From an optimization exercise on the open Yosys and OpenROAD flow, aimed at small area, a short achievable clock period and few clock cycles; shortcuts taken in it are not production practice.
RTL that was checked went through simulation tests only; none was proved equivalent to the original.
For run 2, only the layout was checked, not whether the RTL still works.
No activity file was given, so power comes from the tool's default toggle rates.

### design/flow/design.v
module twb_flash_engine (
    input  wire        clk,
    input  wire        rst,
    input  wire        cmd_valid,
    output wire        cmd_ready,
    input  wire        cmd_verify,       
    input  wire [15:0] cmd_length,       
    input  wire [15:0] cmd_start_page,
    input  wire [7:0]  cmd_page_size,    
    input  wire        buf_valid,
    output wire        buf_ready,
    input  wire [7:0]  buf_data,
    output wire        tx_valid,
    input  wire        tx_ready,
    output wire [7:0]  tx_data,
    output wire        tx_last,
    input  wire        ack_valid,
    output wire        ack_ready,
    input  wire        ack_ok,
    input  wire        rx_valid,
    output wire        rx_ready,
    input  wire [7:0]  rx_data,
    output reg         rsp_valid,
    output wire [2:0]  rsp_status,
    output wire [15:0] rsp_page
);
    reg        st_idle, st_hdr, st_data, st_ack, st_read, st_fin;
    reg        verify;
    reg [7:0]  ps;
    reg [15:0] rem;          
    reg [7:0]  cnt;          
    reg [15:0] idx;          
    reg [15:0] addr;         
    reg [15:0] crc;          
    reg        mul;
    reg        nmul;         
    reg [7:0]  o_data;
    reg        o_valid, o_last;
    reg [7:0]  s_data;
    reg        s_valid;
    reg        tx_valid_q, buf_ready_q, rx_ready_q;
    wire [3:0] step  = crc[3:0];
    wire [1:0] h     = crc[5:4];
    wire       acarry = crc[8];
    reg        busy;         
    assign cmd_ready = st_idle;
    wire       idle = ~busy;
    assign ack_ready = st_ack;
    assign tx_valid  = tx_valid_q;
    assign tx_data   = o_data;
    assign tx_last   = o_last;
    assign buf_ready = buf_ready_q;
    assign rx_ready  = rx_ready_q;
    assign rsp_page  = idx;
    assign rsp_status = crc[2:0];
    wire cmd_fire = idle & cmd_valid;
    wire tx_fire  = tx_valid_q & tx_ready;
    wire rx_fire  = rx_ready_q & rx_valid;
    wire buf_fire = buf_ready_q & buf_valid;
    wire ack_fire = st_ack & ack_valid;
    wire hdr_fire = st_hdr & tx_fire;
    wire lo_fire  = hdr_fire & (h == 2'd3);
    wire consume  = (st_data & tx_fire) | rx_fire;
    wire end_w    = st_data & tx_fire & o_last;
    wire end_v    = rx_fire & o_last;
    wire rem_nz   = |rem;
    wire more     = rem_nz | s_valid;
    wire       rx_ff  = &rx_data;
    wire [7:0] d      = rx_ff ? 8'h00 : (rx_data ^ o_data);
    wire [7:0] x      = crc[7:0] ^ d;
    wire       par    = ^x;
    wire [15:0] crc_upd = {par, x[7] ^ par, x[7:2] ^ x[6:1], crc[15] ^ x[1] ^ x[0],
                           crc[14] ^ x[0], crc[13:9], crc[8] ^ par};
    wire       crc_z  = (crc == 16'h0000);
    wire cnt_nz    = |cnt;
    wire in_page   = st_data | st_read | st_ack | (st_hdr & (h == 2'd3));
    wire ev        = consume | lo_fire;
    wire src_avail = s_valid | buf_valid | ~rem_nz;
    wire load      = in_page & cnt_nz & (ev | ~o_valid) & src_avail;
    wire [7:0] src = s_valid ? s_data : (rem_nz ? buf_data : 8'hFF);
    wire [7:0] add_a = nmul ? addr[7:0] : cnt;
    wire [7:0] add_b = (~nmul & ~addr[0]) ? 8'h00 : ps;
    wire [8:0] sum   = add_a + add_b;
    wire [7:0] hi_src = mul ? {cnt[0] ^ (addr[0] & ps[0]), addr[15:9]} : addr[15:8];
    wire adv_lo = hdr_fire & (h == 2'd2);
    wire adv_hi = st_hdr & (h == 2'd3) & acarry;
    wire adv    = adv_f | (ok_w & more);
    wire ok_w   = ack_fire & ack_ok & ~verify;
    wire adv_f  = st_fin & crc_z & more;
    wire ok_end = (ok_w & ~more) | (st_fin & crc_z & ~more) | abort;
    wire tr_end = ack_fire & ~ack_ok;
    wire ps_z   = (ps == 8'd0);
    wire abort  = st_hdr & mul & (step == 4'd1) & (ps_z | ~rem_nz);
    reg        n_idle, n_hdr, n_data, n_ack, n_read, n_fin;
    reg        n_mul;
    reg [7:0]  n_o;
    reg        n_ov, n_ol;
    reg        n_sv;
    reg [15:0] n_crc;
    always @(*) begin
        n_idle = idle | (st_fin & ~adv_f); n_hdr = st_hdr | adv_f; n_data = st_data; n_ack = st_ack;
        n_read = st_read; n_fin = 1'b0;
        if (cmd_fire) begin
            n_idle = 1'b0; n_hdr = 1'b1;
        end
        if (abort) begin
            n_idle = 1'b1; n_hdr = 1'b0;
        end
        if (lo_fire) begin
            n_hdr = 1'b0; n_data = ~verify; n_ack = verify;
        end
        if (end_w) begin
            n_data = 1'b0; n_ack = 1'b1;
        end
        if (ack_fire) begin
            n_ack  = 1'b0;
            n_read = ack_ok & verify;
            n_hdr  = ok_w & more;
            n_idle = ~ack_ok | (~verify & ~more);
        end
        if (end_v) begin
            n_read = 1'b0;
            n_fin  = 1'b1;
        end
        n_mul = cmd_fire | (mul & (step != 4'd15) & ~abort);
        if (idle) begin
            n_o = 8'h02; n_ov = 1'b1; n_ol = 1'b0;
        end else if (st_hdr & (h != 2'd3)) begin
            n_ov = 1'b1;
            case (h)
                2'd0:    begin n_o = 8'h01;    n_ol = 1'b0; end
                2'd1:    begin n_o = hi_src;   n_ol = 1'b0; end
                default: begin n_o = addr[7:0]; n_ol = verify; end
            endcase
            if (~tx_fire) begin
                n_o = o_data; n_ol = o_last;
            end
        end else if (ev) begin
            n_o  = cnt_nz ? src : 8'h02;
            n_ov = ~cnt_nz | src_avail;
            n_ol = cnt_nz & (cnt == 8'd1);
        end else begin
            n_o  = o_valid ? o_data : src;
            n_ov = o_valid | src_avail;
            n_ol = o_valid ? o_last : (cnt == 8'd1);
        end
        n_sv = idle ? 1'b0 : (s_valid ? ~load : (buf_fire & ~load));
        n_crc = {6'd0, adv, 6'd0, st_fin & ~crc_z, 1'b0, (st_fin & ~crc_z) | tr_end | cmd_fire};
        if (st_read)
            n_crc = rx_fire ? crc_upd : crc;
        else if (abort)
            n_crc = {14'd0, ps_z, ps_z};
        else if (st_hdr & ~lo_fire)
            n_crc = {crc[15:10], tx_fire ? idx_nib[4] : crc[9], adv_lo & sum[8], crc[7:6],
                     h + {1'b0, tx_fire},
                     step + {3'd0, mul}};
    end
    reg [15:0] rem_bz;
    integer bi;
    always @(*) begin
        for (bi = 0; bi < 16; bi = bi + 1) begin
            rem_bz[bi] = ~|(rem & ((16'd1 << bi) - 16'd1));
        end
    end
    wire [15:0] rem_dec = rem ^ rem_bz;
    wire [4:0]  idx_nib = {1'b0, idx[3:0]} + {4'd0, crc[9]};
    wire hdr_go  = ~mul | ((step >= 4'd13) & ~abort);    
    wire tv_fire = st_hdr ? ((h == 2'd3) ? ~verify & src_avail : hdr_go)
                          : (~o_last & src_avail);
    wire tv_hold = st_hdr ? ((h == 2'd3) | hdr_go)
                 : st_data ? (o_valid | src_avail)
                 : (ok_w & more) | adv_f;
    wire n_rem_nz = cmd_fire ? 1'b0 : (buf_fire ? (rem != 16'd1) : rem_nz);
    always @(posedge clk) begin
        if (rst) begin
            st_idle     <= 1'b1;
            busy        <= 1'b0;
            st_hdr      <= 1'b0;
            st_data     <= 1'b0;
            st_ack      <= 1'b0;
            st_read     <= 1'b0;
            st_fin      <= 1'b0;
            mul         <= 1'b0;
            nmul        <= 1'b1;
            tx_valid_q  <= 1'b0;
            buf_ready_q <= 1'b0;
            rx_ready_q  <= 1'b0;
            rsp_valid   <= 1'b0;
        end else begin
            st_idle     <= n_idle;
            busy        <= ~n_idle;
            st_hdr      <= n_hdr;
            st_data     <= n_data;
            st_ack      <= n_ack;
            st_read     <= n_read;
            st_fin      <= n_fin;
            mul         <= n_mul;
            nmul        <= ~n_mul;
            tx_valid_q  <= tx_fire ? tv_fire : tv_hold;
            buf_ready_q <= ~n_idle & ~n_sv & n_rem_nz;
            rx_ready_q  <= n_read & n_ov;
            rsp_valid   <= abort | (ok_w & ~more) | tr_end | (st_fin & ~adv_f);
        end
        o_data  <= n_o;
        o_valid <= n_ov;
        o_last  <= n_ol;
        s_valid <= n_sv;
        crc     <= n_crc;
        if (cmd_fire)      addr <= {cmd_start_page[0] & cmd_page_size[0], cmd_start_page[15:1]};
        else if (mul)      addr <= {sum[0], addr[15:1]};
        else if (adv_lo)   addr[7:0] <= sum[7:0];
        else if (adv_hi)   addr[15:8] <= addr[15:8] + 8'd1;
        if (cmd_fire)       rem <= cmd_length;
        else if (buf_fire)  rem <= rem_dec;
        if (cmd_fire) begin
            verify <= cmd_verify;
            ps     <= cmd_page_size;
        end
        if (cmd_fire)        cnt <= cmd_start_page[0] ? {1'b0, cmd_page_size[7:1]} : 8'd0;
        else if (mul)        cnt <= sum[8:1];
        else if (st_hdr)     cnt <= (lo_fire & load) ? cnt - 8'd1 : ps;
        else if (load)       cnt <= cnt - 8'd1;
        if (~s_valid)        
            s_data <= buf_data;
        if (cmd_fire)     idx <= cmd_start_page;
        else if (hdr_fire) idx <= {idx_nib[3:0], idx[15:4]};
        else if (ok_end)  idx <= 16'd0;
    end
endmodule
### design/flow/flow/run.sh
#!/bin/bash
# Standard ORFS layout with small port buffers and a lighter clock tree.
set -euo pipefail
export BUFFER_PORTS_ARGS="-buffer_cell sky130_fd_sc_hd__buf_1"
export CTS_ARGS="-sink_clustering_enable -repair_clock_nets -dont_use_dummy_load -buf_list {sky130_fd_sc_hd__clkbuf_4 sky130_fd_sc_hd__clkbuf_8} -sink_clustering_size 24 -sink_clustering_max_diameter 80"
export SETUP_SLACK_MARGIN=7.4
bash standard.sh > standard.log 2>&1
### design/flow/standard.sh
#!/bin/bash
# synth_recipe.tcl (not shown) runs the flow's synth.tcl, then flattens the netlist and writes it again
# the make line also repeats each setting of config.mk as NAME=value (left out here)
make -C /OpenROAD-flow-scripts/flow DESIGN_CONFIG=/design/flow/config.mk WORK_HOME=/design/flow/orfs CLKGATE_MAP_FILE= SYNTH_SCRIPT=/design/flow/synth_recipe.tcl "${@:-finish}"
### design/flow/config.mk
export PLATFORM = sky130hd
export DESIGN_NAME = twb_flash_engine
export DESIGN_NICKNAME = twb_flash_engine
export VERILOG_FILES = /design/flow/design.v
export SDC_FILE = /design/flow/constraint.sdc
export NUM_CORES = 4
export LEC_CHECK = 0
export CAP_MARGIN = 20
export CORE_MARGIN = 2
export CORE_UTILIZATION = 40
export SLEW_MARGIN = 20
### design/flow/constraint.sdc
create_clock -name core_clock -period 11.0 [get_ports {clk}]
set_input_delay 2.2000 -clock core_clock [delete_from_list [all_inputs] [get_ports {clk}]]
set_output_delay 2.2000 -clock core_clock [all_outputs]
set_load 0.01 [all_outputs]
==> summary.txt, run 1 <==
Final Setup Violations=0; power density relative to cell area=around 150 nW/um^2; aggregate global-route resource usage=between 20% and 30%; part of the cycle the worst path needs=32.0%; clock insertion delay at the later pin of the skew report=0.45 ns; Tightest Hold Check Type=flip-flop to flip-flop; max-capacitance violation count=0; most frequent cells in the layout=sky130_fd_sc_hd__buf_1 (97), sky130_fd_sc_hd__nand2_1 (89), sky130_fd_sc_hd__edfxtp_1 (89), sky130_fd_sc_hd__o21ai_0 (72), sky130_fd_sc_hd__nor2_1 (51); share of the yosys chip area belonging to registers=46.2%; vias in the first global route=~5600; wire per inst=around 18 um; async set-or-reset flop fraction in the synthesized netlist=0%; final worst path period need=approximately 3.5 ns; most common library cell in the layout ignoring fill and taps=sky130_fd_sc_hd__buf_1; wire length of the first global-routing pass=30100 um; root buf cell=sky130_fd_sc_hd__clkbuf_8; Detailed Routing Iterations Pass 1=7; Final Max Slew Viols=0; Mean Syn Cell Area=9.53 sq um; Unique masters post-synth=between 60 and 70; Boundary Pins=~100; routed via count divided by cell count=approximately 5.6; warning count from the yosys run=1; core box area=between 15000 and 20000 sq um; area added between synthesis and finish=13.5%; Worst VDD drop=about 0.00007 V; number of DRC markers in iteration 0=510; outcome=complete, no violations; worst-path fanout max=4; CP Capture Type=flip-flop; number of CTS-inserted buffers=17; number of flops mapped to enable cells by yosys=between 80 and 90; Die Footprint=around 18000 sq um; worst slew pin tran=between 0.8 and 0.9 ns; I/O Buffers=98; top cells by area, synth=sky130_fd_sc_hd__edfxtp_1 (39%), sky130_fd_sc_hd__dfxtp_1 (7.0%), sky130_fd_sc_hd__xnor2_1 (6.4%); number of nets produced by synthesis=between 800 and 900; number of hold buffers added after CTS=0; ratio of cells with drive above 1 in the final layout=8.60%; clock edge transition at the registers on the reported setup and hold paths=about 0.070 ns; share of power burned in registers=slightly below 50%; Critical Path AT=about 3.7 ns; share of total power in combinational logic=25.5%; post-synthesis instance total=~720; Critical Setup Path Class=primary input to flip-flop; post-synthesis instance area=a little under 7000 sq um; CTS H-Tree Depth=4; weighted congestion at the end of routability-driven global placement=slightly above 0.9; DRC=0; effective utilization at floorplan=between 40% and 50%; sum of negative setup slack=0 ns; power share of the clock group=25.1%; number of antenna cells inserted=0; area share of the leading cell type in the synthesized netlist=roughly 39%; total power of the final layout=about 1.1 mW; DRT Wirelength=between 15000 and 20000 um; largest net degree at the start of global routing=46; Die H=135 um; switching part of the total power=31.6%; clock sinks=113; category of the worst setup path launch point=primary input; achievable frequency=about 0.28 GHz; reported leakage power=approximately 2.8 nW; x dimension of the die=135 um; cell accounting for the most synthesized area=sky130_fd_sc_hd__edfxtp_1; required arrival time at the worst endpoint=between 10 and 15 ns; net switching power=approximately 360 uW; Final nets=just under 900; Worst Skew=0.0261 ns; total non-filler cell area in the finished layout=between 7000 and 8000 sq um; DPL Wire Length=14000 um; placed cell areas=7400 sq um; CTS tree=built; antenna-violating nets left=0; Slew HR=41.0%; residual overflow from global routing=0; cell internal pwr=777 uW; number of endpoints with negative hold slack in the final report=0; number of antenna violations at the first check in global routing=0; number of buffers between clock root and the deepest sink=2; Most used DFF post-synth=sky130_fd_sc_hd__edfxtp_1; flop and latch count out of synthesis=~110; routed via count=5752; RSZ-0062 raised after global routing=true; row count=47; Hold Worst Slack=roughly 0.56 ns
repair_timing:
action	in CTS	in global routing
pin swaps	2	2
gates cloned	0	0
hold endpoints to repair	0	0
setup endpoints to repair	40	35
setup buffers	4	2
resized for setup	6	8
power groups by stage:
stage	clock network (mW)	registers (mW)	logic (mW)
2_1_floorplan	0	0.550	0.218
3_3_place_gp	0	0.568	0.280
3_5_place_dp	0	0.569	0.284
4_1_cts	0.291	0.560	0.287
5_1_grt	0.308	0.567	0.323
6_report	0.285	0.561	0.289
routing by layer:
metal | up-vias | routed length [um] | track usage, %
met5 | - | 0 | 0
met4 | 0 | 256 | 5.38
met3 | 22 | 1450 | 5.48
met1 | 2758 | 8480 | 30.1
met2 | 223 | 8610 | 33.6
li1 | 2749 | - | -
per-stage QoR:
stage | cells | util (%) | setup WS (ns)
2_1_floorplan | 716 | - | 7.26
3_3_place_gp | 999 | 44.5 | 6.65
3_5_place_dp | 999 | 44.5 | 6.53
4_1_cts | 1020 | 46.2 | 7.34
5_1_grt | 1022 | 46.5 | 7.40
6_report | 1022 | 46.5 | 7.48
flip-flops by register name (all words and copies together) (netlist names), 8 cells and up:
signal	cells
rem	16
idx	16
s_data	8
crc	16
o_data	8
ps	8
cnt	8
addr	16
worst paths after layout:
kind,start,endpoint,slack (ns),depth (start not counted)
worst max-delay path,tx_ready,cnt[4],7.48,10
worst min-delay path,idx[15],idx[11],0.56,2
worst max register to register,rem[0],crc[15],7.70,7
worst min register to register,idx[15],idx[11],0.56,2
synth_stat cells (6+ instances only):
| cell type | number |
|---|---|
| sky130_fd_sc_hd__nor3_1 | 7 |
| sky130_fd_sc_hd__o21ai_0 | 74 |
| sky130_fd_sc_hd__nor2_1 | 54 |
| sky130_fd_sc_hd__inv_1 | 21 |
| sky130_fd_sc_hd__mux2_2 | 9 |
| sky130_fd_sc_hd__nand2b_1 | 9 |
| sky130_fd_sc_hd__dfxtp_1 | 24 |
| sky130_fd_sc_hd__a21oi_1 | 46 |
| sky130_fd_sc_hd__xnor2_1 | 50 |
| sky130_fd_sc_hd__nand3_1 | 29 |
| sky130_fd_sc_hd__nor2b_1 | 15 |
| sky130_fd_sc_hd__ha_1 | 22 |
| sky130_fd_sc_hd__buf_1 | 7 |
| sky130_fd_sc_hd__xor2_1 | 19 |
| sky130_fd_sc_hd__edfxtp_1 | 89 |
| sky130_fd_sc_hd__o22ai_1 | 11 |
| sky130_fd_sc_hd__mux2i_1 | 6 |
| sky130_fd_sc_hd__nand4_1 | 6 |
| sky130_fd_sc_hd__nor4_1 | 13 |
| sky130_fd_sc_hd__clkbuf_1 | 27 |
| sky130_fd_sc_hd__nand2_1 | 90 |
layout make-up:
cell class | instances | area, sq um
fill | 1634 | 8900
multi-input combinational | 542 | 3540
sequential | 113 | 3150
timing repair buffer | 108 | 452
tap | 220 | 275
clock buffer | 17 | 234
inverter | 22 | 87.6
cell families after synthesis:
logic type / Yosys count / synth area share [%]
flops: 113 / 46.2
simple gates: 253 / 17.8
xor+xnor: 71 / 9.54
mux: 16 / 2.59
fa+ha+maj: 23 / 4.33
buf+inv: 61 / 3.65
compound gates: 179 / 15.8
worst max-delay path: stages:
cell and delay (ns):
sky130_fd_sc_hd__clkbuf_2 0.14, sky130_fd_sc_hd__a32oi_2 0.23, sky130_fd_sc_hd__nand2_2 0.09, sky130_fd_sc_hd__o211ai_1 0.17, sky130_fd_sc_hd__buf_4 0.16, sky130_fd_sc_hd__o41ai_4 0.06, sky130_fd_sc_hd__buf_4 0.17, sky130_fd_sc_hd__mux2_4 0.30
sky130_fd_sc_hd__o22ai_2 0.16, sky130_fd_sc_hd__nor2_2 0.04
Testbench counts, summed over its fixed seeds: cycles 62,430.
==> run 2, diff against run 1 <==
--- a/design/flow/design.v
+++ b/design/flow/design.v
@@ -170,6 +170,9 @@
     wire tv_hold = st_hdr ? ((h == 2'd3) | hdr_go)
                  : st_data ? (o_valid | src_avail)
                  : (ok_w & more) | adv_f;
+    wire [7:0] cnt_nl = cmd_fire ? (cmd_start_page[0] ? {1'b0, cmd_page_size[7:1]} : 8'd0)
+                      : mul      ? sum[8:1]
+                      : st_hdr   ? ps : cnt;
     wire n_rem_nz = cmd_fire ? 1'b0 : (buf_fire ? (rem != 16'd1) : rem_nz);
     always @(posedge clk) begin
         if (rst) begin
@@ -216,10 +219,7 @@
             verify <= cmd_verify;
             ps     <= cmd_page_size;
         end
-        if (cmd_fire)        cnt <= cmd_start_page[0] ? {1'b0, cmd_page_size[7:1]} : 8'd0;
-        else if (mul)        cnt <= sum[8:1];
-        else if (st_hdr)     cnt <= (lo_fire & load) ? cnt - 8'd1 : ps;
-        else if (load)       cnt <= cnt - 8'd1;
+        cnt <= load ? cnt - 8'd1 : cnt_nl;
         if (~s_valid)        
             s_data <= buf_data;
         if (cmd_fire)     idx <= cmd_start_page;
==> run 2 against run 1 <==
Highest routed layer unchanged. Sequential share of layout area up 0.15 points. Utilization fell by 0.31 points. Area after synthesis increased by 0.57%. Sequential power decreased by 1%. Non-clock buffer count shrank 5. Worst setup slack worse by 0.043 ns. Clock skew fell by 0.00075 ns. Combinational power decreased by about 10%. Critical endpoint is now cnt[2]. Critical path depth decreased by 2. Register-to-register slack better by 0.02 ns. Sequential cell count did not move.
==> summary.txt, run 2 <==
outcome=complete, no violations; share of the yosys chip area belonging to registers=a little under half; weighted congestion at the end of routability-driven global placement=0.915; category of the worst setup path launch point=primary input; Die H=135 um; Worst VDD drop=around 0.000077 V; wire length of the first global-routing pass=approximately 30000 um; number of antenna cells inserted=0; aggregate global-route resource usage=between 20% and 30%; area share of the leading cell type in the synthesized netlist=39.0%; post-synthesis instance total=705; DRT Wirelength=18400 um; total non-filler cell area in the finished layout=between 7000 and 8000 sq um; crit-path max cell delay=0.61 ns; Die Footprint=~18000 sq um; power density relative to cell area=142 nW/um^2; slowest stage cell on the critical path=sky130_fd_sc_hd__or4_4; residual overflow from global routing=0; part of the cycle the worst path needs=32.4%; DPL Wire Length=around 14000 um; Final Max Slew Viols=0; clock insertion delay at the later pin of the skew report=between 0.4 and 0.5 ns; effective utilization at floorplan=41.1%; setup slack of the most critical reg-to-reg path=between 7 and 8 ns; x dimension of the die=around 130 um; RSZ-0062 raised after global routing=true; wire per inst=~18 um; Detailed Routing Iterations Pass 1=5; number of endpoints with negative hold slack in the final report=0; achievable frequency=around 0.28 GHz; DRC=0; Final nets=around 880; required arrival time at the worst endpoint=11.16 ns; clock sinks=~110; flop and latch count out of synthesis=between 100 and 150; placed cell areas=between 7000 and 8000 sq um; row count=47; post-synthesis instance area=~7000 sq um; Unique masters post-synth=between 60 and 70; Tightest Hold Check Type=flip-flop to flip-flop; number of flops mapped to enable cells by yosys=89; total power of the final layout=roughly 1.1 mW; async set-or-reset flop fraction in the synthesized netlist=0%; Most used DFF post-synth=sky130_fd_sc_hd__edfxtp_1; reported leakage power=2.79 nW; Critical Path AT=between 3 and 4 ns; Boundary Pins=99; antenna-violating nets left=0; I/O Buffers=98; sum of negative setup slack=0 ns; Mean Syn Cell Area=~10 sq um; clock edge transition at the registers on the reported setup and hold paths=approximately 0.060 ns; number of nets produced by synthesis=793; largest net degree at the start of global routing=between 60 and 70; most repeated cell in the gate-level netlist after synthesis=sky130_fd_sc_hd__nand2_1; routed via count divided by cell count=around 5.7; series of cell instances along the critical path=buf_1, nand2_4, inv_2, a21boi_2, nand3_1, nand2_2, nor2_4, or4_4; cell accounting for the most synthesized area=sky130_fd_sc_hd__edfxtp_1; area added between synthesis and finish=12.5%; Critical Setup Path Class=primary input to flip-flop; warning count from the yosys run=1; CTS tree=built; number of CTS-inserted buffers=17; number of antenna violations at the first check in global routing=0; Synth top cells by count=sky130_fd_sc_hd__nand2_1 (95), sky130_fd_sc_hd__edfxtp_1 (89), sky130_fd_sc_hd__o21ai_0 (62); CP Capture Type=flip-flop; number of DRC markers in iteration 0=525; final worst path period need=approximately 3.6 ns; routed via count=between 5000 and 6000; top cells by area, synth=sky130_fd_sc_hd__edfxtp_1 (39%), sky130_fd_sc_hd__dfxtp_1 (7.0%), sky130_fd_sc_hd__xnor2_1 (5.6%); Slew HR=between 40% and 50%; max-capacitance violation count=0; Final Setup Violations=0; core box area=around 17000 sq um; most common library cell in the layout ignoring fill and taps=sky130_fd_sc_hd__buf_1; count of fill cells added during filler insertion=around 1700; CTS H-Tree Depth=4; worst slew pin tran=~0.80 ns; root buf cell=sky130_fd_sc_hd__clkbuf_8; most frequent cells in the layout=sky130_fd_sc_hd__buf_1 (98), sky130_fd_sc_hd__nand2_1 (91), sky130_fd_sc_hd__edfxtp_1 (89), sky130_fd_sc_hd__o21ai_0 (61), sky130_fd_sc_hd__nor2_1 (46); ratio of cells with drive above 1 in the final layout=8.26%; vias in the first global route=5679; number of hold buffers added after CTS=0; worst-path fanout max=16; number of buffers between clock root and the deepest sink=2; Worst Skew=~0.025 ns
==> run 2: logic make-up (layout without fill, tap and decap cells) <==
logic type	Yosys count	after routing	synth area share [%]
adders and majority gates	23	23	4.30
buffers and inverters	57	139	3.48
muxes	27	27	4.10
AOI/OAI and AO/OA	184	184	16.5
and+or+nand+nor	237	237	16.7
DFF	113	113	46.0
xor gates and xnor gates	64	64	8.88
==> run 2: routing by layer <==
metal	track usage (%)	up-vias	wire [um]
met5	0	-	0
met4	7.58	0	418
met3	4.39	29	1160
met2	34.5	209	8920
met1	26.6	2799	7920
li1	-	2736	-
==> run 2: power breakdown <==
group	switching, mW	internal, mW
Sequential	0.0428	0.510
Clock	0.146	0.135
Combinational	0.145	0.115
Total	0.334	0.760
==> run 2: worst paths after layout <==
check / endpoint / from / cells after the start
hold / removal: st_ack / st_ack / 2
setup / recovery: cnt[2] / tx_ready / 8
hold reg to reg: st_ack / st_ack / 2
setup reg to reg: cnt[5] / nmul / 11
==> run 2: cell type report <==
| cell class | instances | area, sq um | share of cell area (%) |
|---|---|---|---|
| Inverter | 19 | 76.3 | 0.989 |
| Multi-Input combinational cell | 535 | 3560 | 46.1 |
| Timing Repair Buffer | 103 | 418 | 5.42 |
| Clock buffer | 17 | 234 | 3.03 |
| Sequential cell | 113 | 3150 | 40.9 |
| Tap cell | 220 | 275 | 3.57 |
==> run 2: what timing repair did <==
action / 4_1_cts / 5_1_grt
setup endpoints to repair: 108 / 36
buffers inserted: 1 / 2
pin swaps: 1 / 3
cloned: 0 / 0
resized for setup: 12 / 6
==> run 2: stage by stage <==
step                      utilization, %  std cells  worst slack (ns)  hold WS, ns
after floorplan                        -        705              7.40        0.462
after global placement              44.3        987              6.31        0.532
after detailed placement            44.3        987              6.19        0.536
after CTS                           46.0       1005              7.43        0.553
after global routing                46.2       1007              7.39        0.558
final                               46.2       1007              7.43        0.549
==> run 2: critical path: cells and delay by family <==
| family | cells | cell delay [ns] |
|---|---|---|
| AND/OR/NAND/NOR | 5 | 1.13 |
| AO/OA/AOI/OAI | 1 | 0.18 |
| buffers and inverters | 2 | 0.21 |

[afterwards: timing with drivers on the ports]
In the flow no input, the clock included, has a driving cell. The finished layouts below were timed again as built, in two steps.
Step 1 sets driving cells, clkbuf_16 on the clock port and buf_2 on the other inputs (assumed; they add their load-dependent delay and slew).
Step 2 adds t to the input delays and takes it off the output delays; t is the mean of the earliest and latest rising clock arrival at the registers after step 1. Input paths then give back, and output paths get back, about the clock's delay inside the block.
a / b / c = no drivers / after step 1 / after step 2; a / b = the first two.
| run | t (ns) | setup slack, ns | slew at the worst register clock pin (ns) |
|---|---|---|---|
| run 1 | 0.479 | 7.478 / 7.496 / 7.017 | 0.07 / 0.07 |
| run 2 | 0.466 | 7.434 / 7.445 / 6.980 | 0.07 / 0.07 |
After both steps setup and hold are still met in every run listed. The setup slack of run 1, which loses most, moves by +0.018 ns with the drivers and by -0.461 ns with both steps.
